Background: an optimization exercise with open tools, aiming at small area. Do not read the settings as production practice.
Function was checked by simulation only, so behaviour that the tests miss may differ from the original.
No activity file was given, so power comes from the tool's default toggle rates.

==> flow/design.v <==
module pse (
    input  wire        clk,
    input  wire        rst,
    input  wire        cmd_valid,
    input  wire [31:0] cmd_data,
    output wire        cmd_ready,
    output reg         rsp_valid,
    output wire [31:0] rsp_data,
    output wire        cb_active,
    output reg  [31:0] cb_handle,
    input  wire        cb_ret,
    output wire        ws,
    output wire        bck,
    output reg         sdata,
    output reg         attached
);
    localparam CAP    = 16;
    localparam MARGIN = 5;
    localparam [3:0] OP_INIT      = 4'h1;
    localparam [3:0] OP_WRITE     = 4'h2;
    localparam [3:0] OP_READ      = 4'h3;
    localparam [3:0] OP_PUSH      = 4'h4;
    localparam [3:0] OP_SETREPLAY = 4'h5;
    localparam [3:0] OP_SETSYNTH  = 4'h6;
    localparam [3:0] OP_SETPERIOD = 4'h7;
    localparam [3:0] OP_SETCB     = 4'h8;
    localparam [3:0] OP_RESET     = 4'h9;
    localparam [3:0] OP_STOP      = 4'hA;
    localparam [3:0] OP_START     = 4'hB;
    localparam [2:0] ST_OK           = 3'd0;
    localparam [2:0] ST_ALREADY_INIT = 3'd1;
    localparam [2:0] ST_CONTRACT     = 3'd3;
    localparam [2:0] ST_NOT_INIT     = 3'd4;
    localparam [2:0] ST_STATE        = 3'd5;
    localparam [2:0] ST_ILLEGAL      = 3'd6;
    localparam [1:0] L_UNINIT  = 2'd0;
    localparam [1:0] L_RUNNING = 2'd1;
    localparam [1:0] L_STOPPED = 2'd2;
    localparam [1:0] F_WAIT     = 2'd0;
    localparam [1:0] F_SCAN     = 2'd1;
    localparam [1:0] F_CALLBACK = 2'd2;
    localparam [2:0] LC_NONE   = 3'd0;
    localparam [2:0] LC_STOP   = 3'd1;
    localparam [2:0] LC_START  = 3'd2;
    localparam [2:0] LC_RESET1 = 3'd3;
    localparam [2:0] LC_RESETM = 3'd4;
    localparam [2:0] LC_RESET2 = 3'd5;
    reg  [1:0]    life;
    reg  [31:0]   port;
    reg           mode_synth;
    reg  [31:2]   period;
    reg  [31:0]   cb;
    reg  [31:2]   remaining;
    reg  [2:0]    desc_len [0:3];    
    reg  [2:0]    fifo_cnt;
    reg           tx_active;
    reg  [1:0]    tx_cur;
    reg  [4:0]    tx_pos;
    reg  [2:0]    tx_len;            
    reg           irq_pending;
    reg  [1:0]    fd_phase;
    reg  [1:0]    fd_cur;
    reg  [4:0]    fd_rw_pos;
    reg  [2:0]    lc_op;
    function [4:0] len_of;
        input [2:0] l;
        len_of = {l == 3'd0, l != 3'd0, l};
    endfunction
    reg  [3:0]    h_op;           
    reg           h_ill;          
    reg  [4:0]    h_pin;
    reg           h_pbad;         
    reg           h_val;
    reg  [31:0]   opnd;
    reg  [2:0]    cmd_left;       
    reg           cmd_hdr_seen;
    reg           cmd_full;
    function [2:0] op_words;
        input [3:0] opc;
        begin
            case (opc)
                OP_INIT:                          op_words = 3'd6;
                OP_PUSH, OP_SETPERIOD, OP_SETCB:  op_words = 3'd1;
                default:                          op_words = 3'd0;
            endcase
        end
    endfunction
    assign cmd_ready = !cmd_full;
    wire       cmd_take = cmd_valid && !cmd_full;
    wire [3:0] new_op   = (cmd_data[31:28] == 4'd0 && cmd_data[27:24] != 4'd0 &&
                           cmd_data[27:24] <= 4'd11) ? cmd_data[27:24] : 4'd0;
    wire [2:0] new_need = op_words(new_op);
    reg        new_legal;
    always @(*) begin
        case (new_op)
            4'd0:     new_legal = 1'b0;
            OP_WRITE: new_legal = (cmd_data[23:9] == 15'd0);
            OP_READ:  new_legal = (cmd_data[23:8] == 16'd0);
            default:  new_legal = (cmd_data[23:0] == 24'd0);
        endcase
    end
    reg           fr_busy;
    reg           fr_port;        
    reg  [6:0]    fr_step;
    reg  [15:0]   fr_sample;
    wire fr_last = fr_busy && (fr_port ? fr_step == 7'd65 : fr_step == 7'd33);
    assign ws  = !fr_busy;
    assign bck = fr_busy && fr_step[0] && (fr_step[6:1] != 6'd0);
    wire inited   = (life != L_UNINIT);
    wire lc_busy  = (lc_op != LC_NONE);
    wire irq_go   = inited && !lc_busy && irq_pending;
    wire fd_can   = (fd_phase == F_WAIT && fifo_cnt != 3'd0) ||
                    (fd_phase == F_SCAN) ||
                    (fd_phase == F_CALLBACK && cb_ret);
    wire fd_go    = inited && !lc_busy && !irq_go && fd_can;
    wire host_go  = cmd_full && !lc_busy && !irq_go && !fd_go;
    wire       push_big = (opnd[31:3] != 29'd0) || (opnd[2:0] > MARGIN);
    wire [2:0] push_n   = (opnd[2:0] == 3'd0) ? 3'd1 : opnd[2:0];
    wire [5:0] push_end = fd_rw_pos + push_n;
    reg  [2:0]    h_status;
    reg  [2:0]    h_value;
    reg           h_do;           
    always @(*) begin
        h_status = ST_OK;
        h_value  = 3'd0;
        h_do     = 1'b0;
        if (h_ill) begin
            h_status = ST_ILLEGAL;
        end else if (h_op == OP_INIT) begin
            if (inited) h_status = ST_ALREADY_INIT;
            else        h_do = 1'b1;
        end else if (!inited) begin
            h_status = ST_NOT_INIT;
        end else begin
            case (h_op)
                OP_WRITE: begin
                    if (h_pbad) h_status = ST_CONTRACT;
                    else        h_do = 1'b1;
                end
                OP_READ: begin
                    if (h_pbad) h_status = ST_CONTRACT;
                    else        h_value = {2'd0, port[h_pin]};
                end
                OP_PUSH: begin
                    if (fd_phase != F_CALLBACK || push_big || push_end > CAP)
                        h_status = ST_CONTRACT;
                    else begin
                        h_do    = 1'b1;
                        h_value = push_n;
                    end
                end
                OP_START: begin
                    if (life == L_RUNNING) h_status = ST_STATE;
                    else                   h_do = 1'b1;
                end
                default: h_do = 1'b1;
            endcase
        end
    end
    wire host_exec = host_go && h_do;
    wire lc_start  = host_exec && (h_op == OP_STOP || h_op == OP_START || h_op == OP_RESET);
    wire init_exec = host_exec && (h_op == OP_INIT);
    wire push_exec = host_exec && (h_op == OP_PUSH);
    wire host_now  = host_go && !lc_start;
    wire fd_pop      = fd_go && fd_phase == F_WAIT;
    wire fd_scan     = fd_go && fd_phase == F_SCAN;
    wire fd_return   = fd_go && fd_phase == F_CALLBACK;
    wire fd_at_end   = (fd_rw_pos >= CAP - MARGIN);
    wire fd_want_cb  = (remaining == 30'd0) && (cb != 32'd0);
    wire fd_replay   = fd_scan && !mode_synth;
    wire fd_end      = fd_scan && mode_synth && fd_at_end;
    wire fd_call     = fd_scan && mode_synth && !fd_at_end && fd_want_cb;
    wire fd_slot     = fd_scan && mode_synth && !fd_at_end && !fd_want_cb;
    wire       irq_evict = irq_go && fifo_cnt[2];
    wire [1:0] evict_buf = tx_cur - 2'd1;
    wire [1:0] fifo_head = tx_cur - fifo_cnt[1:0];
    wire lc_done      = lc_busy && fr_last;
    wire reset_fill   = lc_done && (lc_op == LC_RESET1);
    wire reset2_go    = (lc_op == LC_RESETM);
    wire [4:0] tx_len_v  = len_of(tx_len);
    wire tx_go       = tx_active && !fr_busy && !lc_start;
    wire tx_sample   = tx_go && (tx_pos != tx_len_v);
    wire tx_complete = tx_go && (tx_pos == tx_len_v);
    wire [1:0] tx_next = tx_cur + 2'd1;
    wire [15:0] slot_q [0:63];
    wire [15:0] tx_word = slot_q[{tx_cur, tx_pos[3:0]}];
    wire       fill_all = init_exec || reset_fill;
    reg  [3:0] buf_fill;
    always @(*) begin : fill_sel
        integer i;
        for (i = 0; i < 4; i = i + 1)
            buf_fill[i] = fill_all ||
                          (fd_replay && fd_cur == i) ||
                          (irq_evict && evict_buf == i);
    end
    genvar gi, gj;
    generate
        for (gi = 0; gi < 4; gi = gi + 1) begin : g_buf
            for (gj = 0; gj < CAP; gj = gj + 1) begin : g_slot
                reg  [15:0] q;
                wire slot_we = (fd_slot && fd_cur == gi && fd_rw_pos == gj) ||
                               (push_exec && fd_cur == gi &&
                                gj >= fd_rw_pos && gj < push_end);
                always @(posedge clk) begin
                    if (buf_fill[gi] || slot_we)
                        q <= port[15:0];
                end
                assign slot_q[gi * CAP + gj] = q;
            end
        end
    endgenerate
    reg  [2:0] rsp_st;
    reg  [2:0] rsp_v;
    assign rsp_data = {1'b0, rsp_st, 25'd0, rsp_v};
    integer k;
    always @(posedge clk) begin
        if (rst) begin
            life         <= L_UNINIT;
            mode_synth   <= 1'b0;
            remaining    <= 30'd0;
            for (k = 0; k < 4; k = k + 1)
                desc_len[k] <= 3'd0;
            fifo_cnt     <= 3'd0;
            tx_active    <= 1'b0;
            tx_cur       <= 2'd0;
            tx_pos       <= 5'd0;
            tx_len       <= 3'd0;
            irq_pending  <= 1'b0;
            fd_phase     <= F_WAIT;
            fd_cur       <= 2'd0;
            fd_rw_pos    <= 5'd0;
            lc_op        <= LC_NONE;
            cmd_left     <= 3'd0;
            cmd_hdr_seen <= 1'b0;
            cmd_full     <= 1'b0;
            rsp_valid    <= 1'b0;
            fr_busy      <= 1'b0;
            fr_step      <= 7'd0;
            attached     <= 1'b0;
        end else begin
            rsp_valid <= 1'b0;
            if (cmd_take) begin
                if (!cmd_hdr_seen) begin
                    h_op   <= new_op;
                    h_ill  <= !new_legal;
                    h_pin  <= cmd_data[4:0];
                    h_pbad <= cmd_data[7:5] != 3'd0;
                    h_val  <= cmd_data[8];
                    if (new_need == 3'd0)
                        cmd_full <= 1'b1;
                    else
                        cmd_hdr_seen <= 1'b1;
                    cmd_left <= new_need;
                end else begin
                    opnd <= cmd_data;
                    if (h_op == OP_INIT && !inited) begin
                        if (cmd_left == 3'd3) cb     <= cmd_data;
                        if (cmd_left == 3'd2) period <= cmd_data[31:2];
                        if (cmd_left == 3'd1) port   <= cmd_data;
                    end
                    if (cmd_left == 3'd1) begin
                        cmd_full     <= 1'b1;
                        cmd_hdr_seen <= 1'b0;
                    end
                    cmd_left <= cmd_left - 3'd1;
                end
            end
            if (host_now) begin
                rsp_valid <= 1'b1;
                rsp_st    <= h_status;
                rsp_v     <= h_value;
                cmd_full  <= 1'b0;
            end
            if (host_exec) begin
                case (h_op)
                    OP_INIT: begin
                        mode_synth <= 1'b0;
                        remaining  <= 30'd0;
                        for (k = 0; k < 4; k = k + 1)
                            desc_len[k] <= 3'd0;
                        fifo_cnt     <= 3'd0;
                        attached     <= 1'b1;
                        irq_pending  <= 1'b0;
                        fd_phase     <= F_WAIT;
                        fd_cur       <= 2'd0;
                        fd_rw_pos    <= 5'd0;
                        tx_cur       <= 2'd0;
                        tx_pos       <= 5'd0;
                        tx_len       <= 3'd0;
                        tx_active    <= 1'b1;
                        life         <= L_RUNNING;
                    end
                    OP_WRITE:     port[h_pin] <= h_val;
                    OP_PUSH:      fd_rw_pos <= push_end[4:0];
                    OP_SETREPLAY: mode_synth <= 1'b0;
                    OP_SETSYNTH:  mode_synth <= 1'b1;
                    OP_SETPERIOD: period <= opnd[31:2];
                    OP_SETCB:     cb <= opnd;
                    OP_STOP: begin
                        lc_op     <= LC_STOP;
                        tx_active <= 1'b0;
                        attached  <= 1'b0;
                    end
                    OP_START: begin
                        lc_op <= LC_START;
                    end
                    OP_RESET: begin
                        lc_op     <= LC_RESET1;
                        tx_active <= 1'b0;
                        attached  <= 1'b0;
                    end
                    default: ;
                endcase
            end
            if (lc_done) begin
                case (lc_op)
                    LC_STOP: begin
                        lc_op     <= LC_NONE;
                        life      <= L_STOPPED;
                        rsp_valid <= 1'b1;
                        rsp_st    <= ST_OK;
                        rsp_v     <= 3'd0;
                        cmd_full  <= 1'b0;
                    end
                    LC_RESET1: begin
                        lc_op <= LC_RESETM;
                        for (k = 0; k < 4; k = k + 1)
                            desc_len[k] <= 3'd0;
                    end
                    default: begin   
                        lc_op       <= LC_NONE;
                        attached    <= 1'b1;
                        irq_pending <= 1'b0;
                        fifo_cnt    <= 3'd0;
                        tx_cur      <= 2'd0;
                        tx_pos      <= 5'd0;
                        tx_len      <= desc_len[0];
                        tx_active   <= 1'b1;
                        life        <= L_RUNNING;
                        rsp_valid   <= 1'b1;
                        rsp_st      <= ST_OK;
                        rsp_v       <= 3'd0;
                        cmd_full    <= 1'b0;
                    end
                endcase
            end
            if (reset2_go)
                lc_op <= LC_RESET2;
            if (irq_go) begin
                if (irq_evict)
                    desc_len[evict_buf] <= 3'd0;
                else
                    fifo_cnt <= fifo_cnt + 3'd1;
            end
            if (fd_pop) begin
                fd_cur    <= fifo_head;
                fifo_cnt  <= fifo_cnt - 3'd1;
                fd_rw_pos <= 5'd0;
                fd_phase  <= F_SCAN;
            end
            if (fd_replay) begin
                desc_len[fd_cur] <= 3'd0;
                fd_phase <= F_WAIT;
            end
            if (fd_end) begin
                desc_len[fd_cur] <= fd_rw_pos[2:0];
                fd_phase <= F_WAIT;
            end
            if (fd_call) begin
                cb_handle <= cb;
                fd_phase  <= F_CALLBACK;
            end
            if (fd_slot) begin
                fd_rw_pos <= fd_rw_pos + 5'd1;
                if (remaining != 30'd0)
                    remaining <= remaining - 30'd1;
            end
            if (fd_return) begin
                remaining <= period;
                fd_phase  <= F_SCAN;
            end
            if (irq_go)
                irq_pending <= 1'b0;
            if (tx_sample)
                tx_pos <= tx_pos + 5'd1;
            if (tx_complete) begin
                irq_pending  <= 1'b1;
                tx_cur       <= tx_next;
                tx_pos       <= 5'd0;
                tx_len       <= desc_len[tx_next];
            end
            if (lc_start || reset2_go || tx_sample) begin
                fr_busy  <= 1'b1;
                fr_step  <= 7'd1;
                fr_port  <= !tx_sample;
            end else if (fr_busy) begin
                if (fr_last)
                    fr_busy <= 1'b0;
                fr_step <= fr_step + 7'd1;
            end
        end
        if (tx_sample)
            fr_sample <= tx_word;
        if (fr_busy && !fr_last && fr_step[0])
            sdata <= fr_port ? port[~fr_step[5:1]] : fr_sample[~fr_step[4:1]];
    end
    assign cb_active = (fd_phase == F_CALLBACK);
endmodule
==> flow/run.sh <==
#!/bin/bash
# synth_recipe.tcl (not shown) runs the flow's synth.tcl, then flattens the netlist and writes it again
# the make line also repeats each setting of config.mk as NAME=value (left out here)
make -C /OpenROAD-flow-scripts/flow DESIGN_CONFIG=/design/flow/config.mk WORK_HOME=/design/flow/orfs CLKGATE_MAP_FILE= SYNTH_SCRIPT=/design/flow/synth_recipe.tcl finish
==> flow/config.mk <==
export PLATFORM = sky130hd
export DESIGN_NAME = pse
export DESIGN_NICKNAME = pse
export VERILOG_FILES = /design/flow/design.v
export SDC_FILE = /design/flow/constraint.sdc
export NUM_CORES = 4
export LEC_CHECK = 0
export CAP_MARGIN = 20
export CORE_MARGIN = 2
export CORE_UTILIZATION = 40
export SLEW_MARGIN = 20
==> flow/constraint.sdc <==
create_clock -name core_clock -period 10.0 [get_ports {clk}]
set_input_delay 2.0000 -clock core_clock [delete_from_list [all_inputs] [get_ports {clk}]]
set_output_delay 2.0000 -clock core_clock [all_outputs]
set_load 0.01 [all_outputs]
==> notes.md, run 1 <==
via count 35800; Core Area 0.132 mm²; final net count 3675; Layout area overhead 15.4%; # setup viols final 0; layout cells sized above 1 14.0%; Max-Cap Viols 0; asr flop ratio synth 0%; Synth top area share 69.3%; GRT Total Usage 27.4%; 1st-pass router iterations 6; CTS Root Cell clkbuf_16; Initial Utilization 40.4%; crit share post-route 51.6%; met3 usage 7.79%; overall power 11.5 mW; most frequent cells after synthesis edfxtp_1 (1230), clkbuf_1 (232), nor2_1 (226); EDFF count, synth 1230; top-count cell post-synth edfxtp_1; top post-synthesis cells by area edfxtp_1 (69%), dfxtp_1 (2.8%), a22o_1 (2.8%); final wirelength 190 mm; initial antenna violation count 9; dpl cells 5222; die area 0.136 mm²; clock-pin slew on the worst setup and hold paths 0.06 ns; GR Layer Usage met1 36.9%; synthesized area per cell 15.3 µm²; Max clock buf depth 3; fmax 0.194 GHz; Crit Path Category input pin to flip-flop; post-route ant nets 0; TNS Setup 0 ns; clock period minus worst slack 5.16 ns; Util after Layout 46.7%; gr busiest metal met2; Inserted Clock Buffers 138; CTS resizes 0; DRT iter0 DRCs 6297; Max Clock Skew 0.0428 ns; largest net degree at the start of global routing 68; P_leak 20.3 nW; Post-Syn Instances 3488; Die Y 369 µm; clk sink count 1305; Avg Vias per Cell 6.53; placer congestion estimate 0.953; Worst Path Required 10.41 ns; Slew HR 13.6%; total number of yosys warnings 1; first-pass GRT wire length 262 mm; # DRC 0; Worst Hold Class flip-flop to flip-flop; Site Rows 133; Fin. Hold Viols 0; Overflow after GRT 0; Final Max Tran Viols 0; ys flop type edfxtp_1; Hold-fix buffers, CTS 0; Worst-Skew Late Latency 0.79 ns; crit end category flip-flop; Die X 369 µm; Unique masters post-synth 91; Post-Layout Cell Count 5475; Power Density 186 mW/mm²; WP data arrival 5.56 ns; status finished clean; port buffer count 80; H-tree lvl count 4; startpoint type of the worst setup path input pin; GR Layer Usage met2 40.6%; vias in the first global route 33100; register area share after synthesis 72.1%; io pins 107; FF+latch count, synth 1305; critical-path maximum fanout 16; Max VDD drop 174 µV; WL/cell 34.6 µm; CTS tree built; Post-CTS Repair Setup Buffers 0; hpwl dp 116 mm; RSZ-0062 raised after global routing false; Synth area leader edfxtp_1; Post-Syn Area 0.0533 mm²; Worst-Margin Slew 1.30 ns
[registers in the layout, summed over array words and instances, names as in the netlist, 7 cells and up]
| signal | flops |
|---|---|
| cb | 32 |
| cb_handle | 32 |
| desc_len | 12 |
| fr_sample | 16 |
| fr_step | 7 |
| g_buf.g_slot.q | 1024 |
| opnd | 32 |
| period | 30 |
| port | 32 |
| remaining | 30 |
[cells by family (layout without fill, tap and decap cells)]
logic type               count (synthesis)  after routing  share of synthesized area [%]
AO/OA/AOI/OAI                          908            908                           13.0
XOR/XNOR                                25             25                          0.411
adder cells (fa/ha/maj)                 29             29                          0.676
buffers and inverters                  315            519                           2.50
flip-flops                            1305           1305                           72.1
multiplexers                           152            152                           3.57
other                                    1             29                        0.00704
AND/OR/NAND/NOR                        753            753                           7.70
[per-stage QoR]
stage | setup WS [ns] | hold slack [ns] | cell area, µm²
floorplan | 4.50 | 0.449 | 53400
global placement | 3.93 | 0.469 | 56900
detailed placement | 3.89 | 0.464 | 57000
CTS | 4.71 | 0.480 | 61400
global route | 4.69 | 0.494 | 61500
finish | 4.84 | 0.478 | 61500
[layout by cell type, fill, tap and decap left out, drive strengths merged, types with 15 or more instances in the layout]
cell	count
mux2i	101
a31oi	18
clkinv	60
clkbuf	174
conb	26
mux4	28
o221ai	46
mux2	23
clkdlybuf4s50	79
nor4bb	15
and4b	33
xnor2	15
nor4	48
a221oi	165
a22oi	169
a21o	15
a21oi	125
ha	28
nor2	226
dfxtp	75
o21ai	72
edfxtp	1230
nand4	89
nand2	106
a311oi	16
nor3	59
and4	18
nand3	62
a211oi	17
and2	15
a22o	168
buf	157
inv	40
[worst max-delay path, stage by stage]
cell and delay, ns:
clkdlybuf4s50_1 0.48, nand2b_1 0.12, a22oi_1 0.14, or4b_1 0.72, nor2_1 0.38, nand2_1 0.68, o21ai_2 1.02
[layer usage]
| layer | vias up | routed length, µm |
|---|---|---|
| met4 | 4 | 10400 |
| met2 | 2519 | 83700 |
| met1 | 18200 | 71200 |
| met3 | 474 | 24400 |
| met5 | - | 27 |
| li1 | 14600 | - |
[final cells by class]
type / instances / area (µm²)
multi-input cells: 1893 / 14400
clock buffers: 173 / 3700
well taps: 1755 / 2200
flip-flops and latches: 1305 / 38400
repair buffers: 237 / 1990
fillers: 11300 / 70300
inverters: 36 / 138
clock inverters: 73 / 667
diodes: 3 / 7.51
[final timing paths]
| path | from | to | slack, ns | cells past startpoint |
|---|---|---|---|---|
| worst min register to register | cb[12] | cb_handle[12] | 0.48 | 0 |
| worst min-delay path | cb[12] | cb_handle[12] | 0.48 | 0 |
| worst max register to register | tx_pos[2] | fr_sample[3] | 4.91 | 8 |
| worst max-delay path | cb_ret | g_buf[1].g_slot[11].q[5] | 4.84 | 7 |
[report_power, final]
group	switching (mW)	internal (mW)	total (mW)
registers	0.0456	6.03	6.08
clock network	2.18	2.84	5.02
logic	0.255	0.0932	0.348
==> run 2: changes to the inputs <==
--- a/flow/design.v
+++ b/flow/design.v
@@ -184,6 +184,4 @@
     wire [1:0] tx_next = tx_cur + 2'd1;
-    wire [15:0] slot_q [0:63];
-    wire [15:0] tx_word = slot_q[{tx_cur, tx_pos[3:0]}];
-    wire       fill_all = init_exec || reset_fill;
-    reg  [3:0] buf_fill;
+    wire        fill_all = init_exec || reset_fill;
+    reg  [3:0]  buf_fill;
     always @(*) begin : fill_sel
@@ -195,18 +193,94 @@
     end
-    genvar gi, gj;
+    wire        pass_wr  = fd_slot || push_exec;
+    wire [2:0]  pass_n   = fd_slot ? 3'd1 : push_n;
+    wire [5:0]  pass_end = fd_rw_pos + pass_n;
+    wire        any_wr   = (buf_fill != 4'd0) || pass_wr;
+    reg  [15:0] mem_v;
+    wire [15:0] put_val = any_wr ? port[15:0] : mem_v;
+    reg  [1:0]  mem_ph;
+    wire [2:0]  ph_hot = {mem_ph == 2'd2, mem_ph == 2'd1, mem_ph == 2'd0};
+    always @(posedge clk) begin
+        mem_v  <= put_val;
+        mem_ph <= (rst || mem_ph[1]) ? 2'd0 : mem_ph + 2'd1;
+    end
+    wire [15:0] head_q [0:23];    
+    genvar gi, gr;
     generate
         for (gi = 0; gi < 4; gi = gi + 1) begin : g_buf
-            for (gj = 0; gj < CAP; gj = gj + 1) begin : g_slot
-                reg  [15:0] q;
-                wire slot_we = (fd_slot && fd_cur == gi && fd_rw_pos == gj) ||
-                               (push_exec && fd_cur == gi &&
-                                gj >= fd_rw_pos && gj < push_end);
+            wire [15:0] slot_w;
+            genvar gj;
+            for (gj = 0; gj < 16; gj = gj + 1) begin : g_w
+                assign slot_w[gj] = buf_fill[gi] ||
+                                    (pass_wr && fd_cur == gi &&
+                                     gj >= fd_rw_pos && gj < pass_end);
+            end
+            for (gr = 0; gr < 5; gr = gr + 1) begin : g_ring
+                reg  [15:0] e0, e1, e2;
+                reg  [2:0]  pend;
+                wire [2:0]  w   = slot_w[3 * gr + 2 : 3 * gr];
+                wire        put = |((w | pend) & ph_hot);
                 always @(posedge clk) begin
-                    if (buf_fill[gi] || slot_we)
-                        q <= port[15:0];
+                    e0   <= e1;
+                    e1   <= e2;
+                    e2   <= put ? put_val : e0;
+                    pend <= (w | pend) & ~ph_hot;
                 end
-                assign slot_q[gi * CAP + gj] = q;
+                assign head_q[gi * 6 + gr] = e0;
             end
+            reg [15:0] s15;
+            always @(posedge clk)
+                if (slot_w[15])
+                    s15 <= port[15:0];
+            assign head_q[gi * 6 + 5] = s15;
         end
     endgenerate
+    wire       tg_restart = (lc_op == LC_START || lc_op == LC_RESET1 ||
+                             lc_op == LC_RESETM || lc_op == LC_RESET2);
+    wire       tx_at_end  = (tx_pos == tx_len_v);
+    wire [1:0] tg_b = tg_restart ? 2'd0 : tx_at_end ? tx_next : tx_cur;
+    wire [3:0] tg_s = (tg_restart || tx_at_end) ? 4'd0 : tx_pos[3:0];
+    reg  [2:0] tg_r;              
+    reg  [1:0] tg_k;              
+    always @(*) begin
+        case (tg_s)
+            4'd0:  begin tg_r = 3'd0; tg_k = 2'd0; end
+            4'd1:  begin tg_r = 3'd0; tg_k = 2'd1; end
+            4'd2:  begin tg_r = 3'd0; tg_k = 2'd2; end
+            4'd3:  begin tg_r = 3'd1; tg_k = 2'd0; end
+            4'd4:  begin tg_r = 3'd1; tg_k = 2'd1; end
+            4'd5:  begin tg_r = 3'd1; tg_k = 2'd2; end
+            4'd6:  begin tg_r = 3'd2; tg_k = 2'd0; end
+            4'd7:  begin tg_r = 3'd2; tg_k = 2'd1; end
+            4'd8:  begin tg_r = 3'd2; tg_k = 2'd2; end
+            4'd9:  begin tg_r = 3'd3; tg_k = 2'd0; end
+            4'd10: begin tg_r = 3'd3; tg_k = 2'd1; end
+            4'd11: begin tg_r = 3'd3; tg_k = 2'd2; end
+            4'd12: begin tg_r = 3'd4; tg_k = 2'd0; end
+            4'd13: begin tg_r = 3'd4; tg_k = 2'd1; end
+            4'd14: begin tg_r = 3'd4; tg_k = 2'd2; end
+            default: begin tg_r = 3'd5; tg_k = 2'd0; end
+        endcase
+    end
+    wire tg_hit  = buf_fill[tg_b] ||
+                   (pass_wr && fd_cur == tg_b && tg_s >= fd_rw_pos && tg_s < pass_end);
+    wire tg_head = (tg_r == 3'd5) || (tg_k == mem_ph);
+    wire tg_new  = rst || tx_sample || lc_start;
+    reg  [15:0] tx_word;
+    reg  [1:0]  tg_age;           
+    reg         tg_dirty;         
+    always @(posedge clk) begin
+        if (tg_new) begin
+            tg_age   <= 2'd0;
+            tg_dirty <= 1'b0;
+        end else begin
+            if (!tg_age[1])
+                tg_age <= tg_age + 2'd1;
+            if (tg_hit)
+                tg_dirty <= 1'b1;
+        end
+        if (tg_hit)
+            tx_word <= port[15:0];
+        else if (tg_age[1] && !tg_dirty && tg_head)
+            tx_word <= head_q[{tg_b, 1'b0} * 3 + tg_r];
+    end
     reg  [2:0] rsp_st;
--- a/flow/config.mk
+++ b/flow/config.mk
@@ -9,3 +9,6 @@
 export CORE_MARGIN = 2
-export CORE_UTILIZATION = 40
+export CORE_UTILIZATION = 60
+export CTS_BUF_LIST = sky130_fd_sc_hd__clkbuf_16
+export CTS_CLUSTER_DIAMETER = 60
+export CTS_CLUSTER_SIZE = 30
 export SLEW_MARGIN = 20
==> notes.md, run 2 <==
status finished clean; DRT iter0 DRCs 3168; Synth area leader dfxtp_1; GRT Total Usage 31.1%; worst-path cell chain nand2b_1 -> mux2i_1 -> nand2_1 -> a31oi_1 -> inv_1 -> ha_1 -> fa_4 -> buf_4 -> nor2b_1 -> and2_1 -> buf_4 -> a22oi_1 -> a21oi_1 -> a31oi_1 -> a31oi_1 -> a221o_1 -> mux2_2; final net count 3995; Max Clock Skew 0.0422 ns; via count 31400; Slew HR 21.7%; P_leak 20.7 nW; Max VDD drop 173 µV; Crit path max-delay family simple AND/OR/NAND/NOR gates; Hold-fix buffers, CTS 0; top-count cell post-synth dfxtp_1; commonest non-fill, non-tap cell in the layout dfxtp_1; Worst-Margin Slew 1.17 ns; clock-pin slew on the worst setup and hold paths 0.10 ns; placer congestion estimate 0.857; Die Y 288 µm; Avg Vias per Cell 6.22; CTS resizes 0; Worst Path Required 10.56 ns; # setup viols final 0; CTS tree built; critical-path maximum fanout 26; io pins 107; Core Area 0.0803 mm²; Post-Syn Area 0.0485 mm²; Final Max Tran Viols 0; port buffer count 80; Unique masters post-synth 92; most frequent cells after synthesis dfxtp_1 (1116), mux2_2 (334), nand2_1 (293); Inserted Clock Buffers 86; Crit Path Category flip-flop to flip-flop; Max-Cap Viols 0; 1st-pass router iterations 6; Fin Hold WS 0.311 ns; first-pass GRT wire length 195 mm; final wirelength 131 mm; Overflow after GRT 0; most used cell, CP a31oi_1; crit end category flip-flop; most frequent cells in the layout dfxtp_1 (1116), mux2_2 (334), nand2_1 (290), edfxtp_1 (286), nor2_1 (261); total number of yosys warnings 1; Post-Layout Cell Count 5042; Worst Hold Class flip-flop to flip-flop; initial antenna violation count 5; clock period minus worst slack 6.61 ns; Initial Utilization 60.4%; vias in the first global route 30600; startpoint type of the worst setup path flip-flop; WP data arrival 7.16 ns; Post-Syn Instances 3930; Synth top area share 46.1%; WL/cell 26.0 µm; EDFF count, synth 286; final instance area 0.0533 mm²; asr flop ratio synth 0%; # DRC 0; CP max stage delay 0.85 ns; register area share after synthesis 63.8%; TNS Setup 0 ns; Worst path slowest cell fa_4; ys flop type dfxtp_1; Post-CTS Repair Setup Buffers 0; crit share post-route 66.1%; largest net degree at the start of global routing 74; Fin. Hold Viols 0; hpwl dp 84.1 mm; dpl cells 4882; Fill cells 5902; layout cells sized above 1 17.4%; FF+latch count, synth 1402; Layout area overhead 9.97%; RSZ-0062 raised after global routing false; H-tree lvl count 3; top post-synthesis cells by area dfxtp_1 (46%), edfxtp_1 (18%), mux2_2 (7.8%); fmax 0.151 GHz; synthesized area per cell 12.3 µm²; Worst-Skew Late Latency 0.69 ns; worst path bufs/invs 3; clk sink count 1402; die area 0.0831 mm²; Die X 288 µm; Placement Setup Slack 3.42 ns; post-route ant nets 0; setup ws final 3.39 ns; CTS Root Cell clkbuf_16; Power Density 215 mW/mm²; Max clock buf depth 3; largest registers g_buf.g_ring.e0: 320 flops, g_buf.g_ring.e1: 320 flops, g_buf.g_ring.e2: 320 flops; Site Rows 104; placed inst area 0.0501 mm²
[run 2: changes by cell type after synthesis, sizes merged, moves of 63 or more]
cell and change:
a22oi -122, nand4 -76, a211oi +63, dfxtp +1041, edfxtp -944, a221oi -130
o21ai +80, mux2 +341, a22o -159, nand2 +187
[run 2: cell type report]
cell class,count,area [µm²],share of cell area [%]
inverter,49,186,0.350
multi-input combinational,2231,16400,30.8
tap,1060,1330,2.49
clock inverter,71,1020,1.91
sequential,1402,30900,58.0
antenna,3,7.51,0.0141
timing repair buffer,140,1250,2.35
clock buffer,86,2150,4.04
[run 2: cell families after synthesis]
logic type / after synthesis / synth area share [%]
adder cells (fa/ha/maj): 50 / 1.32
multiplexers: 502 / 12.5
AND/OR/NAND/NOR: 908 / 8.71
flip-flops: 1402 / 63.8
AO/OA/AOI/OAI: 710 / 10.0
XOR/XNOR: 35 / 0.632
buffers and inverters: 322 / 2.96
other: 1 / 0.00774
[run 2: worst reg2reg max path: stages, from the launching register on]
cell and delay, ns:
dfxtp_1 0.71, nand2b_1 0.16, mux2i_1 0.25, nand2_1 0.21
a31oi_1 0.56, inv_1 0.15, ha_1 0.35, fa_4 0.85
buf_4 0.48, nor2b_1 0.60, and2_1 0.67, buf_4 0.41
a22oi_1 0.14, a21oi_1 0.18, a31oi_1 0.06, a31oi_1 0.42
a221o_1 0.17, mux2_2 0.14
[run 2: power breakdown]
part           switching [mW]  leakage [nW]  internal, mW
registers               0.250          11.7          6.39
logic                   0.450          7.50         0.295
clock network            2.24          1.53          1.83
[run 2: per-stage QoR]
step / utilization (%) / total power [mW]
floorplan: - / 7.16
global placement: 62.4 / 7.45
detailed placement: 62.4 / 7.49
CTS: 66.4 / 11.5
global route: 66.4 / 11.8
finish: 66.4 / 11.5
[run 2: metal layers]
layer	part of all wire (%)	vias up	wire (µm)	global-route usage (%)
met3	8.4	218	10900	5.20
li1	-	14200	-	-
met4	2.7	2	3500	8.58
met2	44	1441	56900	46.7
met1	45	15600	59500	46.8
met5	0.0099	-	13	0
[run 2: worst paths after layout]
kind,to,from,cells past startpoint,slack [ns]
max,tx_word[2],tx_pos[3],17,3.39
min,g_buf[3].g_ring[4].e1[15],g_buf[3].g_ring[4].e2[15],0,0.31
min reg2reg,g_buf[3].g_ring[4].e1[15],g_buf[3].g_ring[4].e2[15],0,0.31
max reg2reg,tx_word[2],tx_pos[3],17,3.39
==> run 3: changes to the inputs <==
--- a/flow/design.v
+++ b/flow/design.v
@@ -218,10 +218,14 @@
                 reg  [15:0] e0, e1, e2;
-                reg  [2:0]  pend;
+                reg         pend0, pend1;
                 wire [2:0]  w   = slot_w[3 * gr + 2 : 3 * gr];
-                wire        put = |((w | pend) & ph_hot);
+                wire        w0  = |(w & ph_hot);
+                wire        w1  = |(w & {ph_hot[1:0], ph_hot[2]});
+                wire        w2  = |(w & {ph_hot[0], ph_hot[2:1]});
+                wire        put = pend0 || w0;
                 always @(posedge clk) begin
-                    e0   <= e1;
-                    e1   <= e2;
-                    e2   <= put ? put_val : e0;
-                    pend <= (w | pend) & ~ph_hot;
+                    e0    <= e1;
+                    e1    <= e2;
+                    e2    <= put ? put_val : e0;
+                    pend0 <= pend1 || w1;
+                    pend1 <= w2;
                 end
@@ -330,4 +334,4 @@
                     if (h_op == OP_INIT && !inited) begin
-                        if (cmd_left == 3'd3) cb     <= cmd_data;
-                        if (cmd_left == 3'd2) period <= cmd_data[31:2];
+                        if (cmd_left == 3'd2) cb     <= opnd;
+                        if (cmd_left == 3'd1) period <= opnd[31:2];
                         if (cmd_left == 3'd1) port   <= cmd_data;
==> flow/flow/run.sh (new file) <==
#!/bin/bash
set -euo pipefail
export CTS_ARGS="-sink_clustering_enable -repair_clock_nets -dont_use_dummy_load -sink_clustering_size 25 -sink_clustering_max_diameter 50 -buf_list sky130_fd_sc_hd__clkbuf_16"
export BUFFER_PORTS_ARGS="-buffer_cell sky130_fd_sc_hd__buf_1"
bash standard.sh > standard.log 2>&1
==> flow/standard.sh (new file) <==
#!/bin/bash
# synth_recipe.tcl (not shown) runs the flow's synth.tcl, then flattens the netlist and writes it again
# the make line also repeats each setting of config.mk as NAME=value (left out here)
make -C /OpenROAD-flow-scripts/flow DESIGN_CONFIG=/design/flow/config.mk WORK_HOME=/design/flow/orfs CLKGATE_MAP_FILE= SYNTH_SCRIPT=/design/flow/synth_recipe.tcl "${@:-finish}"
--- a/flow/config.mk
+++ b/flow/config.mk
@@ -9,6 +9,3 @@
 export CORE_MARGIN = 2
-export CORE_UTILIZATION = 60
-export CTS_BUF_LIST = sky130_fd_sc_hd__clkbuf_16
-export CTS_CLUSTER_DIAMETER = 60
-export CTS_CLUSTER_SIZE = 30
+export CORE_UTILIZATION = 75
 export SLEW_MARGIN = 20
removed: flow/run.sh
==> notes.md, run 3 <==
status finished clean; Max Clock Skew 0.114 ns; M1 WL 48.3 mm; largest registers g_buf.g_ring.e0: 320 flops, g_buf.g_ring.e1: 320 flops, g_buf.g_ring.e2: 320 flops; Worst R2R Path Depth 17; Clock power frac 30.4%; Worst Path Required 10.42 ns; WL met2 61.6 mm; Worst Hold Class flip-flop to flip-flop; Unique masters post-synth 90; reg2reg end tx_word[6]; Overflow after GRT 0; WHS Endpoint g_buf[2].g_ring[3].e0[9]; WP data arrival 6.81 ns; Crit Path Category flip-flop to flip-flop; Hold-fix buffers, CTS 0; crit share post-route 63.8%; Hold Crit Start g_buf[2].g_ring[3].e1[9]; fmax 0.157 GHz; Post-Layout Cell Count 4580; total number of yosys warnings 1; Inserted Clock Buffers 94; Slew HR 21.5%; clock-pin slew on the worst setup and hold paths 0.09 ns; crit end category flip-flop; overall power 11.3 mW; 1st-pass router iterations 6; Layout area overhead 7.03%; final net count 3827; Site Rows 91; commonest non-fill, non-tap cell in the layout dfxtp_1; Power Density 223 mW/mm²; dpl cells 4483; WL/cell 28.7 µm; sequential share of power 62.5%; largest net degree at the start of global routing 59; hpwl dp 81.5 mm; GRT Total Usage 40.4%; DRT iter0 DRCs 3967; io pins 107; sw power 2.67 mW; most frequent cells in the layout dfxtp_1 (1096), mux2_2 (309), edfxtp_1 (286), nor2_1 (209), nand2_1 (173); CTS tree built; Avg Vias per Cell 6.85; P_leak 19.6 nW; most frequent cells after synthesis dfxtp_1 (1096), mux2_2 (309), edfxtp_1 (286); die area 0.0650 mm²; CTS resizes 0; Reg-to-Reg Start tx_cur[0]; RSZ-0062 raised after global routing false; via count 31400; H-tree lvl count 3; placer congestion estimate 0.963; worst-path cell chain inv_1 -> ha_1 -> nand2_1 -> nor3_1 -> a31oi_1 -> inv_1 -> ha_1 -> fa_1 -> nor2b_1 -> o21bai_1 -> a211oi_4 -> buf_4 -> a222oi_1 -> and3_1 -> a31oi_1 -> a211oi_1 -> o31ai_1; Sw Ratio 23.7%; Post-Syn Instances 3719; critical-path maximum fanout 15; max layer used met5; ys flop type dfxtp_1; # setup viols final 0; r2r setup slk 3.62 ns; layout cells sized above 1 15.0%; clk sink count 1382; Max-Cap Viols 0; Post-CTS Repair Setup Buffers 0; final wirelength 132 mm; register area share after synthesis 64.6%; asr flop ratio synth 0%; combinational power share 7.2%; top-count cell post-synth dfxtp_1; # DRC 0; CTS Root Cell clkbuf_16; clock period minus worst slack 6.38 ns; startpoint type of the worst setup path flip-flop; first-pass GRT wire length 195 mm; initial antenna violation count 5; Die Y 255 µm; vias in the first global route 31500; hold depth 0; Worst path slowest cell a222oi_1; EDFF count, synth 286; top post-synthesis cells by area dfxtp_1 (46%), edfxtp_1 (18%), mux2_2 (7.4%); Post-Syn Area 0.0472 mm²; Final Max Tran Viols 0; Die X 255 µm; port buffer count 80; CP max stage delay 1.05 ns; Util after Layout 81.6%; Max VDD drop 208 µV; Synth area leader dfxtp_1; TNS Setup 0 ns; Fin. Hold Viols 0; Core Area 0.0619 mm²; Int Pwr 8.60 mW; synthesized area per cell 12.7 µm²; Synth top area share 46.5%; Worst-Margin Slew 1.17 ns; Critical Path Source tx_cur[0]; FF+latch count, synth 1382; Initial Utilization 76.3%; Worst-Skew Late Latency 0.71 ns; post-route ant nets 0; Max clock buf depth 3; met3 wire length 12.4 mm
-- run 3: cell types whose count changed after synthesis, moves of 25 or more --
cell | previous run | this run
a22oi_1 | 47 | 84
mux2i_1 | 100 | 56
a222oi_1 | 13 | 49
nand2_1 | 293 | 173
a31oi_1 | 67 | 27
mux2_4 | 30 | 0
mux2_1 | 0 | 107
nor2_1 | 264 | 210
clkbuf_1 | 170 | 124
inv_1 | 47 | 78
mux2_2 | 334 | 309
a21oi_1 | 129 | 100
a211oi_1 | 80 | 41
-- run 3: cells by family after synthesis --
kind of cell | Yosys count | synth area share, %
AO/OA/AOI/OAI | 714 | 10.7
buffers and inverters | 325 | 3.17
adder cells (fa/ha/maj) | 48 | 1.30
flip-flops | 1382 | 64.6
XOR/XNOR | 28 | 0.519
other | 1 | 0.00794
multiplexers | 495 | 12.2
AND/OR/NAND/NOR | 726 | 7.43
-- run 3: critical path, delay by kind of cell, from the launching register on --
family | cells | cell delay (ns)
compound gates | 7 | 2.54
fa+ha+maj | 3 | 1.44
simple gates | 4 | 0.91
buf+inv | 3 | 0.71
flops | 1 | 0.56
-- run 3: metrics by stage --
stage          worst slack [ns]  hold WS, ns  area [µm²]
3_5_place_dp               3.95        0.312       48100
4_1_cts                    3.83        0.288       50500
3_3_place_gp               4.08        0.310       48100
2_1_floorplan              4.31        0.310       47300
5_1_grt                    3.52        0.289       50500
6_report                   3.62        0.287       50500
-- run 3: worst max-delay path by stage --
stage	to	slack, ns	cells after the start
6_report	tx_word[6]	3.62	17
5_1_grt	tx_word[6]	3.52	16
4_1_cts	tx_word[6]	3.83	17
3_5_place_dp	tx_word[6]	3.95	16
3_3_place_gp	tx_word[6]	4.08	17
2_1_floorplan	opnd[0]	4.31	3
-- run 3: layer usage --
metal	global-route usage, %	vias up
li1	-	13500
met4	24.0	2
met3	7.11	585
met1	51.2	15300
met2	65.5	1995
met5	0	-
-- run 3: layout make-up --
cell class              instances  area (µm²)
diodes                          1        2.50
clock buffers                  94        2350
fillers                      3333       11400
inverters                      80         303
multi-input cells            2037       15500
flip-flops and latches       1382       30500
well taps                     837        1050
repair buffers                149         852
-- run 3: power groups by stage --
stage	Combinational, mW	Sequential, mW	Clock (mW)
6_report	0.807	7.03	3.42
5_1_grt	0.851	7.09	3.59
4_1_cts	0.793	7.02	3.41
3_5_place_dp	0.768	7.10	0
3_3_place_gp	0.730	7.03	0
2_1_floorplan	0.583	6.93	0
==> run 4: changes to the inputs <==
==> flow/flow/run.sh (replaced) <==
#!/bin/bash
set -euo pipefail
export CTS_ARGS="-sink_clustering_enable -repair_clock_nets -dont_use_dummy_load -sink_clustering_size 30 -sink_clustering_max_diameter 60 -buf_list sky130_fd_sc_hd__clkbuf_16"
export BUFFER_PORTS_ARGS="-buffer_cell sky130_fd_sc_hd__buf_1"
bash standard.sh > standard.log 2>&1
==> notes.md, run 4 <==
ys flop type dfxtp_1; Max-Cap Viols 0; Slew HR 20.6%; # setup viols final 0; Hold-fix buffers, CTS 0; most frequent cells after synthesis dfxtp_1 (1096), mux2_2 (309), edfxtp_1 (286); Power Density 211 mW/mm²; # DRC 0; Crit path max-delay family compound AO/OA/AOI/OAI gates; first-pass GRT wire length 188 mm; Placement Setup Slack 3.95 ns; DRT iter0 DRCs 3697; largest net degree at the start of global routing 59; Inserted Clock Buffers 61; status finished clean; placer congestion estimate 0.963; H-tree lvl count 2; final net count 3794; Layout area overhead 5.28%; TNS Setup 0 ns; CTS Root Cell clkbuf_16; crit end category flip-flop; Core Area 0.0619 mm²; layout cells sized above 1 14.3%; most frequent cells in the layout dfxtp_1 (1096), mux2_2 (309), edfxtp_1 (286), nor2_1 (209), nand2_1 (173); Fin. Hold Viols 0; Initial Utilization 76.3%; WL/cell 27.7 µm; fmax 0.162 GHz; startpoint type of the worst setup path flip-flop; Die X 255 µm; Max VDD drop 257 µV; crit share post-route 61.6%; 1st-pass router iterations 6; Worst-Margin Slew 1.19 ns; initial antenna violation count 2; top post-synthesis cells by area dfxtp_1 (46%), edfxtp_1 (18%), mux2_2 (7.4%); clk sink count 1382; hpwl dp 81.5 mm; Max Clock Skew 0.120 ns; CTS tree built; Site Rows 91; port buffer count 80; Avg Vias per Cell 6.76; FF+latch count, synth 1382; synthesized area per cell 12.7 µm²; CP max stage delay 0.93 ns; Post-Syn Area 0.0472 mm²; Post-CTS Repair Setup Buffers 0; Final Max Tran Viols 0; via count 30700; critical-path maximum fanout 18; asr flop ratio synth 0%; die area 0.0650 mm²; Unique masters post-synth 90; Worst Hold Class flip-flop to flip-flop; CTS resizes 0; top-count cell post-synth dfxtp_1; vias in the first global route 30500; Crit Path Category flip-flop to flip-flop; Synth top area share 46.5%; worst-path cell chain xnor2_1 -> and3_1 -> nand2_1 -> a31oi_1 -> inv_1 -> ha_1 -> fa_1 -> nor2b_1 -> o21bai_1 -> a211oi_4 -> buf_4 -> a222oi_1 -> and3_1 -> a31oi_1 -> a211oi_1 -> o31ai_1; WP data arrival 6.61 ns; largest registers g_buf.g_ring.e0: 320 flops, g_buf.g_ring.e1: 320 flops, g_buf.g_ring.e2: 320 flops; Worst path slowest cell a222oi_1; register area share after synthesis 64.6%; final wirelength 126 mm; EDFF count, synth 286; Overflow after GRT 0; RSZ-0062 raised after global routing false; commonest non-fill, non-tap cell in the layout dfxtp_1; P_leak 19.2 nW; GRT Total Usage 38.7%; setup ws final 3.84 ns; Max clock buf depth 3; post-route ant nets 0; Die Y 255 µm; Post-Syn Instances 3719; Worst Path Required 10.45 ns; clock-pin slew on the worst setup and hold paths 0.10 ns; io pins 107; worst path bufs/invs 2; total number of yosys warnings 1; Worst-Skew Late Latency 0.72 ns; clock period minus worst slack 6.16 ns; Synth area leader dfxtp_1
run 4: logic make-up (layout without fill, tap and decap cells):
kind of cell	after synthesis	in the layout	synth area share [%]
simple gates	726	726	7.43
xor+xnor	28	28	0.519
buf+inv	325	290	3.17
flops	1382	1382	64.6
compound gates	714	714	10.7
mux	495	495	12.2
other cells	1	27	0.00794
fa+ha+maj	48	48	1.30
run 4: where the power goes:
part	leakage [nW]	switching, mW	internal (mW)
Clock	0.752	1.62	1.09
Combinational	6.84	0.482	0.314
Sequential	11.6	0.390	6.62
run 4: layout make-up:
| class | instances | area [µm²] |
|---|---|---|
| flip-flops and latches | 1382 | 30500 |
| multi-input cells | 2037 | 15500 |
| fillers | 3583 | 12200 |
| clock buffers | 61 | 1530 |
| well taps | 837 | 1050 |
| repair buffers | 149 | 852 |
| inverters | 80 | 303 |
| diodes | 1 | 2.50 |
run 4: routing by layer:
metal / share of wire [%] / vias up / track usage [%]
met4: 6.1 / 0 / 21.6
met1: 38 / 15100 / 49.9
li1: - / 13400 / -
met2: 47 / 1799 / 63.2
met5: 0 / - / 0
met3: 9.2 / 430 / 5.73
run 4: worst paths after layout:
path	depth (start not counted)	to	startpoint	slack (ns)
max	16	tx_word[6]	tx_pos[2]	3.84
min	0	g_buf[0].g_ring[1].e0[3]	g_buf[0].g_ring[1].e1[3]	0.28
max reg2reg	16	tx_word[6]	tx_pos[2]	3.84
min reg2reg	0	g_buf[0].g_ring[1].e0[3]	g_buf[0].g_ring[1].e1[3]	0.28
run 4: stage by stage:
| stage | area, µm² | util, % | std cells | hold WS (ns) | total power [mW] |
|---|---|---|---|---|---|
| 5_1_grt | 49700 | 80.3 | 4547 | 0.270 | 10.8 |
| 4_1_cts | 49700 | 80.2 | 4544 | 0.276 | 10.5 |
| 6_report | 49700 | 80.3 | 4547 | 0.277 | 10.5 |
| 2_1_floorplan | 47300 | - | 3744 | 0.310 | 7.51 |
| 3_5_place_dp | 48100 | 77.7 | 4483 | 0.312 | 7.87 |
| 3_3_place_gp | 48100 | 77.7 | 4483 | 0.310 | 7.76 |
==> run 5: changes to the inputs <==
--- a/flow/design.v
+++ b/flow/design.v
@@ -104,3 +104,2 @@
     reg  [6:0]    fr_step;
-    reg  [15:0]   fr_sample;
     wire fr_last = fr_busy && (fr_port ? fr_step == 7'd65 : fr_step == 7'd33);
@@ -206,2 +205,3 @@
     wire [15:0] head_q [0:23];    
+    wire [23:0] head_put;
     genvar gi, gr;
@@ -232,2 +232,3 @@
                 assign head_q[gi * 6 + gr] = e0;
+                assign head_put[gi * 6 + gr] = put;
             end
@@ -238,2 +239,3 @@
             assign head_q[gi * 6 + 5] = s15;
+            assign head_put[gi * 6 + 5] = slot_w[15];
         end
@@ -270,20 +272,12 @@
     wire tg_head = (tg_r == 3'd5) || (tg_k == mem_ph);
-    wire tg_new  = rst || tx_sample || lc_start;
+    wire tx_hold = tx_sample || (fr_busy && !fr_port && fr_step < 7'd31);
     reg  [15:0] tx_word;
-    reg  [1:0]  tg_age;           
-    reg         tg_dirty;         
     always @(posedge clk) begin
-        if (tg_new) begin
-            tg_age   <= 2'd0;
-            tg_dirty <= 1'b0;
-        end else begin
-            if (!tg_age[1])
-                tg_age <= tg_age + 2'd1;
-            if (tg_hit)
-                tg_dirty <= 1'b1;
+        if (!tx_hold) begin
+            if (tg_head)
+                tx_word <= head_put[{tg_b, 1'b0} * 3 + tg_r] ? put_val
+                                                             : head_q[{tg_b, 1'b0} * 3 + tg_r];
+            else if (tg_hit)
+                tx_word <= port[15:0];
         end
-        if (tg_hit)
-            tx_word <= port[15:0];
-        else if (tg_age[1] && !tg_dirty && tg_head)
-            tx_word <= head_q[{tg_b, 1'b0} * 3 + tg_r];
     end
@@ -479,6 +473,4 @@
         end
-        if (tx_sample)
-            fr_sample <= tx_word;
         if (fr_busy && !fr_last && fr_step[0])
-            sdata <= fr_port ? port[~fr_step[5:1]] : fr_sample[~fr_step[4:1]];
+            sdata <= fr_port ? port[~fr_step[5:1]] : tx_word[~fr_step[4:1]];
     end
==> notes.md, run 5 <==
Post-Syn Area 0.0462 mm²; # setup viols final 0; EDFF count, synth 270; Core Area 0.0606 mm²; worst path bufs/invs 2; Inserted Clock Buffers 60; TNS Setup 0 ns; H-tree lvl count 2; GRT Total Usage 43.3%; Sw Ratio 25.1%; initial antenna violation count 5; io pins 107; crit share post-route 78.2%; Worst Path Required 10.38 ns; synthesized area per cell 11.7 µm²; clock-pin slew on the worst setup and hold paths 0.09 ns; first-pass GRT wire length 205 mm; setup ws final 2.18 ns; Crit Path Category flip-flop to flip-flop; hpwl dp 88.4 mm; Int Pwr 7.82 mW; Initial Utilization 76.2%; DRT iter0 DRCs 4841; vias in the first global route 33100; P_leak 18.8 nW; Post-Syn Instances 3941; Hold-fix buffers, CTS 0; most frequent cells in the layout dfxtp_1 (1093), nor2_1 (422), a21oi_1 (305), edfxtp_1 (270), nand2_1 (217); Clock power frac 25.6%; Power Density 213 mW/mm²; post-route ant nets 0; Die X 252 µm; Worst-Margin Slew 1.26 ns; Worst Hold Class flip-flop to flip-flop; placer congestion estimate 0.939; ys flop type dfxtp_1; Max clock buf depth 3; largest net degree at the start of global routing 75; Placement Setup Slack 2.15 ns; Site Rows 90; Final Max Tran Viols 0; FF+latch count, synth 1363; final wirelength 138 mm; CTS Root Cell clkbuf_16; sequential share of power 65.6%; total number of yosys warnings 1; asr flop ratio synth 0%; crit end category flip-flop; Layout area overhead 5.93%; CP max stage delay 0.87 ns; Worst path slowest cell a311o_2; CTS tree built; Fin. Hold Viols 0; Avg Vias per Cell 7.04; final instance area 0.0489 mm²; clock period minus worst slack 7.82 ns; RSZ-0062 raised after global routing false; top-count cell post-synth dfxtp_1; Worst-Skew Late Latency 0.71 ns; WL/cell 29.2 µm; Overflow after GRT 0; Synth top area share 47.4%; register area share after synthesis 64.9%; Max VDD drop 234 µV; Synth area leader dfxtp_1; Post-CTS Repair Setup Buffers 0; Max-Cap Viols 0; WP data arrival 8.20 ns; layout cells sized above 1 11.2%; Slew HR 15.8%; top post-synthesis cells by area dfxtp_1 (47%), edfxtp_1 (18%), mux2_2 (4.3%); most frequent cells after synthesis dfxtp_1 (1093), nor2_1 (428), a21oi_1 (306); Unique masters post-synth 98; Util after Layout 80.8%; die area 0.0636 mm²; Die Y 252 µm; via count 33300; combinational power share 8.8%; Max Clock Skew 0.143 ns; final net count 4039; status finished clean; Crit path max-delay family simple AND/OR/NAND/NOR gates; startpoint type of the worst setup path flip-flop; clk sink count 1363; # DRC 0; port buffer count 80; commonest non-fill, non-tap cell in the layout dfxtp_1; worst-path cell chain or4_1 -> or4_4 -> nor3_4 -> a21o_4 -> nand2_1 -> ha_1 -> inv_1 -> fa_1 -> nand2b_1 -> nor2_1 -> nand3_1 -> a31o_2 -> o2bb2ai_1 -> a311o_2 -> mux2i_1 -> a32oi_1 -> a41oi_4 -> nor4b_4 -> buf_6 -> a221oi_1; largest registers g_buf.g_ring.e0: 320 flops, g_buf.g_ring.e1: 320 flops, g_buf.g_ring.e2: 320 flops; sw power 2.62 mW; placed inst area 0.0474 mm²; fmax 0.128 GHz; CTS resizes 0; critical-path maximum fanout 33; 1st-pass router iterations 7
[run 5: changes by cell type after synthesis, sizes merged, moves of 17 or more]
cell,delta
nand2,+41
a221oi,+28
nor3,+18
buf,-65
nor2,+217
a21oi,+206
nand4,+17
clkbuf,+65
a211oi,-27
o21ai,-52
mux2,-239
[run 5: final timing paths]
kind,from,endpoint,slack (ns),cells past startpoint
worst max-delay path,remaining[8],tx_word[3],2.18,20
worst max register to register,remaining[8],tx_word[3],2.18,20
worst min register to register,g_buf[1].g_ring[4].e2[7],g_buf[1].g_ring[4].e1[7],0.28,0
worst min-delay path,g_buf[1].g_ring[4].e2[7],g_buf[1].g_ring[4].e1[7],0.28,0
[run 5: power groups by stage]
stage               clock, mW  combinational, mW  sequential, mW
finish                   2.67              0.924            6.85
global placement            0              0.815            6.85
detailed placement          0              0.865            6.92
CTS                      2.66              0.894            6.83
global route             2.84              0.979            6.89
floorplan                   0              0.598            6.74
[run 5: cell families (layout without fill, tap and decap cells)]
| logic type | Yosys count | count (layout) | synth area share, % |
|---|---|---|---|
| compound gates | 879 | 879 | 13.0 |
| xor+xnor | 35 | 35 | 0.664 |
| fa+ha+maj | 48 | 48 | 1.33 |
| buf+inv | 343 | 331 | 3.13 |
| flops | 1363 | 1363 | 64.9 |
| mux | 255 | 255 | 6.79 |
| other cells | 1 | 28 | 0.00812 |
| simple gates | 1017 | 1017 | 10.2 |
[run 5: layer usage]
metal / wire length (µm) / GRT usage, % / vias up
li1: - / - / 14100
met1: 48900 / 56.7 / 15900
met2: 61800 / 66.9 / 2616
met3: 19200 / 12.1 / 637
met4: 8300 / 21.3 / 10
met5: 92 / 0.463 / -
[run 5: layout make-up]
| cell class | count | area [µm²] |
|---|---|---|
| Sequential cell | 1363 | 30000 |
| Clock buffer | 60 | 1500 |
| Tap cell | 782 | 978 |
| Fill cell | 3293 | 11700 |
| Timing Repair Buffer | 173 | 1000 |
| Multi-Input combinational cell | 2260 | 15100 |
| Inverter | 98 | 370 |
| Antenna cell | 2 | 5.00 |
[run 5: stage by stage]
step / hold slack (ns) / power, mW / instances
final: 0.278 / 10.4 / 4738
after global placement: 0.310 / 7.66 / 4675
after floorplan: 0.310 / 7.34 / 3966
after detailed placement: 0.312 / 7.78 / 4675
after global routing: 0.299 / 10.7 / 4736
after CTS: 0.286 / 10.4 / 4735
[run 5: worst reg2reg max path, stage by stage, from the launching register on]
cell and delay, ns:
dfxtp_1 0.39, or4_1 0.68, or4_4 0.51, nor3_4 0.21
a21o_4 0.28, nand2_1 0.09, ha_1 0.23, inv_1 0.09
fa_1 0.58, nand2b_1 0.29, nor2_1 0.27, nand3_1 0.12
a31o_2 0.33, o2bb2ai_1 0.43, a311o_2 0.88, mux2i_1 0.25
a32oi_1 0.42, a41oi_4 0.40, nor4b_4 0.80, buf_6 0.25
a221oi_1 0.10
==> run 6: changes to the inputs <==
==> flow/flow/run.sh (replaced) <==
#!/bin/bash
set -euo pipefail
export CTS_ARGS="-sink_clustering_enable -repair_clock_nets -dont_use_dummy_load -sink_clustering_size 25 -sink_clustering_max_diameter 50 -buf_list sky130_fd_sc_hd__clkbuf_16"
export BUFFER_PORTS_ARGS="-buffer_cell sky130_fd_sc_hd__buf_1"
bash standard.sh > standard.log 2>&1
==> notes.md, run 6 <==
status finished clean; top-count cell post-synth dfxtp_1; ys flop type dfxtp_1; total number of yosys warnings 1; CTS Root Cell clkbuf_16; Max clock buf depth 3; clk sink count 1363; # setup viols final 0; Max VDD drop 214 µV; clock-pin slew on the worst setup and hold paths 0.08 ns; Post-Syn Instances 3941; RSZ-0062 raised after global routing false; Fin. Hold Viols 0; Max-Cap Viols 0; Worst Path Required 10.36 ns; placer congestion estimate 0.939; WHS Endpoint g_buf[2].g_ring[4].e1[10]; largest registers g_buf.g_ring.e0: 320 flops, g_buf.g_ring.e1: 320 flops, g_buf.g_ring.e2: 320 flops; final net count 4069; die area 0.0636 mm²; synthesized area per cell 11.7 µm²; Worst Hold Class flip-flop to flip-flop; Post-Layout Cell Count 4767; Unique masters post-synth 98; startpoint type of the worst setup path flip-flop; Worst-Skew Late Latency 0.70 ns; largest net degree at the start of global routing 75; Post-Syn Area 0.0462 mm²; r2r setup slk 2.18 ns; Slew HR 17.4%; largest family of logic cells by synthesized area compound AO/OA/AOI/OAI gates; register area share after synthesis 64.9%; Util after Layout 82.0%; adder-cell share of the synthesized area 1.33%; Reg-to-Reg Start remaining[8]; final wirelength 142 mm; vias in the first global route 33700; setup ws final 2.18 ns; Die Y 252 µm; critical-path maximum fanout 33; top post-synthesis cells by area dfxtp_1 (47%), edfxtp_1 (18%), mux2_2 (4.3%); final instance area 0.0497 mm²; Max Clock Skew 0.123 ns; Simple-Gate Fraction of Synth Area 10.2%; crit end category flip-flop; dpl cells 4675; port buffer count 80; CTS resizes 0; hpwl dp 88.4 mm; hold depth 0; Crit Path Category flip-flop to flip-flop; TNS Setup 0 ns; Site Rows 90; first-pass GRT wire length 210 mm; Compound-Gate Fraction of Synth Area 13.0%; Synth top area share 47.4%; mux contribution to synthesized area 6.79%; CTS tree built; WL/cell 29.9 µm; Worst-Margin Slew 1.24 ns; Avg Vias per Cell 7.18; Power Density 224 mW/mm²; asr flop ratio synth 0%; post-route ant nets 0; initial antenna violation count 6; layout cells sized above 1 11.9%; Final Max Tran Viols 0; io pins 107; FF+latch count, synth 1363; Placement Setup Slack 2.15 ns; Hold-fix buffers, CTS 0; Worst R2R Path Depth 20; fmax 0.128 GHz; P_leak 19.2 nW; Post-Synth XOR/XNOR Area 0.664%; Core Area 0.0606 mm²; Hold Crit Start g_buf[2].g_ring[4].e2[10]; via count 34200; Inserted Clock Buffers 90; DRT iter0 DRCs 4843; WP data arrival 8.18 ns; clock period minus worst slack 7.82 ns; most frequent cells in the layout dfxtp_1 (1093), nor2_1 (422), a21oi_1 (305), edfxtp_1 (270), nand2_1 (217); Layout area overhead 7.56%; Die X 252 µm; Post-CTS Repair Setup Buffers 0; Synth area leader dfxtp_1; Initial Utilization 76.2%; # DRC 0; most frequent cells after synthesis dfxtp_1 (1093), nor2_1 (428), a21oi_1 (306); H-tree lvl count 3; GRT Total Usage 44.5%; 1st-pass router iterations 9; reg2reg end tx_word[3]; Overflow after GRT 0; crit share post-route 78.2%; commonest non-fill, non-tap cell in the layout dfxtp_1; EDFF count, synth 270; placed inst area 0.0474 mm²; Critical Path Source remaining[8]
run 6: cell counts after synthesis:
Identical to the previous run, type by type.
run 6: cell type report:
cell class                      instances  area, µm²
Sequential cell                      1363      30000
Multi-Input combinational cell       2260      15100
Fill cell                            3096      10900
Clock buffer                           90       2250
Timing Repair Buffer                  173       1000
Tap cell                              782        978
Inverter                               98        370
Antenna cell                            1       2.50
run 6: cell families (layout without fill, tap and decap cells):
| family | count (synthesis) | after routing |
|---|---|---|
| xor gates and xnor gates | 35 | 35 |
| AOI/OAI and AO/OA | 879 | 879 |
| adders and majority gates | 48 | 48 |
| DFF | 1363 | 1363 |
| muxes | 255 | 255 |
| buffers and inverters | 343 | 361 |
| other | 1 | 27 |
| and+or+nand+nor | 1017 | 1017 |
run 6: power by group:
group          leakage, nW  switching, mW  internal, mW
Combinational         6.56          0.639         0.311
Clock                 1.11           1.74          1.59
Sequential            11.5          0.417          6.45
run 6: worst max-delay path by stage:
stage | slack [ns] | depth (start not counted) | end
floorplan | 4.06 | 26 | tx_word[10]
global placement | 2.53 | 19 | tx_word[0]
detailed placement | 2.15 | 19 | tx_word[0]
CTS | 2.14 | 19 | tx_word[0]
global route | 2.04 | 20 | tx_word[15]
finish | 2.18 | 20 | tx_word[3]
run 6: stage by stage:
step / total power [mW] / hold slack, ns
3_5_place_dp: 7.78 / 0.312
5_1_grt: 11.4 / 0.295
6_report: 11.1 / 0.291
2_1_floorplan: 7.34 / 0.310
4_1_cts: 11.1 / 0.278
3_3_place_gp: 7.66 / 0.310
run 6: per-layer routing:
metal	part of all wire [%]	vias to the layer above	track usage (%)
met5	0.027	-	0
met4	6.3	6	24.2
met3	14	713	12.6
met2	45	2796	69.1
met1	35	16500	57.0
li1	-	14200	-
run 6: worst max-delay path, cell delays in order, from the launching register on:
cell and delay, ns:
dfxtp_1 0.38, or4_1 0.68, or4_4 0.51, nor3_4 0.21, a21o_4 0.28, nand2_1 0.08, ha_1 0.23, inv_1 0.09
fa_1 0.58, nand2b_1 0.29, nor2_1 0.28, nand3_1 0.12, a31o_2 0.32, o2bb2ai_1 0.42, a311o_2 0.88, mux2i_1 0.25
a32oi_1 0.41, a41oi_4 0.41, nor4b_4 0.81, buf_6 0.24, a221oi_1 0.10

re-timing with driven ports:
How much do the figures lean on ideal ports? The routed layouts below were timed once more, with nothing changed but the port constraints. Step 1 sets driving cells, clkbuf_16 on the clock port and buf_2 on the other inputs (assumed; they add their load-dependent delay and slew). Step 2 times the ports against the registers' clock, not the clock port: input delays grow and output delays shrink by t, the midpoint of the rising clock arrivals with the driver on. a / b / c = no drivers / after step 1 / after step 2; a / b = the first two.
run	t, ns	slack for setup (ns)	hold WS [ns]	worst setup path at the end
run 1	0.843	4.845 / 4.892 / 4.049	0.478 / 0.478 / 0.478	input to register
run 2	0.742	3.393 / 3.393 / 3.393	0.311 / 0.311 / 0.311	register to register
run 3	0.717	3.619 / 3.619 / 3.619	0.287 / 0.287 / 0.287	register to register
run 4	0.723	3.837 / 3.837 / 3.837	0.277 / 0.277 / 0.277	register to register
run 5	0.706	2.181 / 2.181 / 2.181	0.278 / 0.278 / 0.278	register to register
run 6	0.705	2.180 / 2.180 / 2.180	0.291 / 0.291 / 0.291	register to register
After both steps setup and hold are still met in every run listed. The setup slack of run 1, which loses most, moves by +0.047 ns with the drivers and by -0.796 ns with both steps.
